Background: an optimization exercise with open tools, aiming at small area, a short achievable clock period and few clock cycles. Do not read the settings as production practice. Only simulation tests tie the RTL to the original design; equivalence was not proved. No activity file was given, so power comes from the tool's default toggle rates.

lane 1:
## deco8_decode
module deco8_decode (
    input  wire        clk,
    input  wire        rst,           
    input  wire        start,         
    input  wire        cartlen_ok,    
    output reg         cart_re,
    output reg  [14:0] cart_addr,
    input  wire [7:0]  cart_rdata,
    output reg         out_re,
    output reg  [17:0] out_raddr,
    input  wire [7:0]  out_rdata,
    output reg         out_we,
    output reg  [17:0] out_waddr,
    output reg  [7:0]  out_wdata,
    output reg         done,
    output reg  [15:0] status,
    output reg  [1:0]  version,
    output wire [31:0] magic,
    output wire [15:0] dlen,
    output wire [15:0] hdr6,
    output reg  [17:0] textlen,
    output reg         text_valid,
    output reg         empty
);
    localparam [31:0] MAGIC_V1 = 32'h3A633A00;
    localparam [31:0] MAGIC_V2 = 32'h00707861;
    localparam [14:0] CODE_BASE = 15'h4300;
  ...
Size: ~1,600 cells after synthesis, ~190 I/O pins, roughly 0.015 mm2 of cells after synthesis.
export LEC_CHECK = 0
export CAP_MARGIN = 20
export CORE_MARGIN = 2
export CORE_UTILIZATION = 65
export SLEW_MARGIN = 20
create_clock -name core_clock -period 10.0 [get_ports {clk}]
standard.sh (not shown) runs the stock make flow with config.mk's settings and CLKGATE_MAP_FILE= SYNTH_SCRIPT=/design/flow/synth_recipe.tcl, a recipe that flattens the netlist after the stock synthesis.
==> flow/flow/run.sh <==
#!/bin/bash
# The standard layout (standard.sh: the standard synthesis, floorplan,
# placement, CTS and routing) with these changes:
#  - the port buffers are buf_2 cells rather than the default pick, a slow
#    clock-delay cell; every port still gets its buffer;
#  - repair_timing aims at a setup margin of 6.5 ns, so it sizes the logic for a
#    shorter period than the 10 ns clock asks for.
# The clock period and the SDC constraints are the standard flow's, unchanged.
set -euo pipefail
bash standard.sh "BUFFER_PORTS_ARGS=-buffer_cell sky130_fd_sc_hd__buf_2" \
    SETUP_SLACK_MARGIN=6.5  "CTS_ARGS=-sink_clustering_enable -repair_clock_nets -dont_use_dummy_load -sink_clustering_size 30 -sink_clustering_max_diameter 80" finish > standard_flow.log 2>&1
Testbench counts of lane 1, summed over its fixed seeds: cycles 382,588.
#### Input delta (lane 2 over lane 1)
- CORE_UTILIZATION changed from 65 to 40
--- a/flow/flow/run.sh
+++ b/flow/flow/run.sh
@@ -10,2 +10,2 @@
 bash standard.sh "BUFFER_PORTS_ARGS=-buffer_cell sky130_fd_sc_hd__buf_2" \
-    SETUP_SLACK_MARGIN=6.5  "CTS_ARGS=-sink_clustering_enable -repair_clock_nets -dont_use_dummy_load -sink_clustering_size 30 -sink_clustering_max_diameter 80" finish > standard_flow.log 2>&1
+    SETUP_SLACK_MARGIN=6.5  "CTS_ARGS=-sink_clustering_enable -repair_clock_nets -dont_use_dummy_load -sink_clustering_size 16 -buf_list sky130_fd_sc_hd__clkbuf_8 -root_buf sky130_fd_sc_hd__clkbuf_16" finish > standard_flow.log 2>&1
==> run notes <==
- Cmp lane 1 and lane 2 / sequential cell area share / lower: lane 2
- On minimum setup slack after placement: between lane 1 and lane 2, it ends up lower for lane 1.
- From lane 2 to lane 1, critical path depth did not move at all.
- Re hold violation total from the final report: no difference whatsoever between lane 1 and lane 2.
- Re number of buffers added for setup after CTS: no difference whatsoever between lane 1 and lane 2.
- Measured against lane 2, the power after layout of lane 1 comes out at 0.902 times the reference value.
- The portion of the clock cycle consumed by the worst path in the final layout was comparable across lane 1 and lane 2.
For lane 3, these inputs were changed with respect to lane 2:
- CORE_UTILIZATION now 55, was 40
==> flow/flow/run.sh <==
#!/bin/bash
# The standard layout (standard.sh: the standard synthesis, floorplan,
# placement, CTS and routing) with these changes:
#  - the port buffers are buf_2 cells rather than the default pick, a slow
#    clock-delay cell; every port still gets its buffer;
#  - repair_timing aims at a setup margin of 6.8 ns, so it sizes the logic for a
#    shorter period than the 10 ns clock asks for.
# The clock period and the SDC constraints are the standard flow's, unchanged.
set -euo pipefail
bash standard.sh "BUFFER_PORTS_ARGS=-buffer_cell sky130_fd_sc_hd__buf_2" \
    SETUP_SLACK_MARGIN=6.8  "CTS_ARGS=-sink_clustering_enable -repair_clock_nets -dont_use_dummy_load -sink_clustering_size 30 -sink_clustering_max_diameter 80" finish > standard_flow.log 2>&1
[summary]
Lane 3 finished every step from synthesis to the final layout, and the layout passed the timing, design-rule and antenna checks.
Lane 3 ended up with a lower clock skew than lane 2 did.
Lane 3 vs. lane 2: total number of vias dropped about 1.8%; combinational power share climbed 1.8 points; count of non-CTS buffers in the layout dropped 8; number of global-route vias before repair dropped about 5%.
Delta (lane 3 minus lane 2): area added between synthesis and finish moved down; wire length reported by the detailed router moved down.
For lane 4, these inputs were changed with respect to lane 3:
- CORE_UTILIZATION: 55 -> 40
==> flow/flow/run.sh <==
#!/bin/bash
# The standard layout (standard.sh: the standard synthesis, floorplan,
# placement, CTS and routing) with these changes:
#  - the port buffers are buf_2 cells rather than the default pick, a slow
#    clock-delay cell; every port still gets its buffer;
#  - repair_timing aims at a setup margin of 6.5 ns, so it sizes the logic for a
#    shorter period than the 10 ns clock asks for.
# The clock period and the SDC constraints are the standard flow's, unchanged.
set -euo pipefail
bash standard.sh "BUFFER_PORTS_ARGS=-buffer_cell sky130_fd_sc_hd__buf_2" \
    SETUP_SLACK_MARGIN=6.5  finish > standard_flow.log 2>&1
### Flow results
Lane 4 finished every stage and its layout cleared the timing, design-rule and antenna checks.
Lane 3 → lane 4: power went up; placed instance area went up; fraction of area in multi-input gates went down.
[compare] base=lane 3 new=lane 4: number of resized instances in the post-cts repair step now smaller; total of clock buffers placed in the layout went up 31; detailed-routed wire length on met3 went up.
Arrival time at the worst endpoint delta (lane 4 -> lane 3): insignificant
In the tables for lane 4 and lane 3, area growth from synthesis to final layout reads lower with lane 3.
Higher measured slew at the worst slew-check pin goes to lane 4 over lane 3.
Compared with lane 3, lane 4 shows a higher wire length of the first global-routing pass.
Edits applied to the flow inputs when going from lane 4 to lane 5:
- swapping 40 for 55 in CORE_UTILIZATION
--- a/flow/flow/run.sh
+++ b/flow/flow/run.sh
@@ -5,3 +5,3 @@
 #    clock-delay cell; every port still gets its buffer;
-#  - repair_timing aims at a setup margin of 6.5 ns, so it sizes the logic for a
+#  - repair_timing aims at a setup margin of 6.6 ns, so it sizes the logic for a
 #    shorter period than the 10 ns clock asks for.
@@ -10,2 +10,2 @@
 bash standard.sh "BUFFER_PORTS_ARGS=-buffer_cell sky130_fd_sc_hd__buf_2" \
-    SETUP_SLACK_MARGIN=6.5  finish > standard_flow.log 2>&1
+    SETUP_SLACK_MARGIN=6.6  "CTS_ARGS=-sink_clustering_enable -repair_clock_nets -dont_use_dummy_load -sink_clustering_size 30 -sink_clustering_max_diameter 80 -sink_clustering_levels 1 -balance_levels" finish > standard_flow.log 2>&1
## What came out
On combinational power: between lane 5 and lane 4, it ends up lower for lane 5. Lane 4 -> lane 5: power decreased by more than 10%. Diff lane 5..lane 4 | final count of pins violating max slew | unchanged. Final worst-path cycle share of lane 5 is on par with lane 4. Design area of lane 5 falls short of that of lane 4 by a few percent. Reported for lane 5 and lane 4, area after synthesis turned out identical to the last digit.

## port drivers added, routing unchanged
How much do the figures lean on ideal ports? The routed layouts below were timed once more, with nothing changed but the port constraints.
Step 1 assumes that a clkbuf_16 drives the clock port and a buf_2 every other input.
Step 2 adds t to the input delays and takes it off the output delays; t is the mean of the earliest and latest rising clock arrival at the registers after step 1. Input paths then give back, and output paths get back, about the clock's delay inside the block.
Three values: ideal ports, drivers, drivers and shift; two values: the first two.
run	t, ns	slack for setup (ns)	worst setup path after step 2
lane 1	0.536	6.624 / 6.577 / 6.483	input to register
lane 2	0.566	6.611 / 6.555 / 6.499	input to register
lane 3	0.535	6.605 / 6.554 / 6.504	input to register
lane 4	0.570	6.593 / 6.536 / 6.527	input to register
lane 5	0.536	6.605 / 6.554 / 6.427	input to register
After both steps every run listed still meets setup and hold. The setup slack of lane 5, which loses most, moves by -0.051 ns with the drivers and by -0.178 ns with both steps.
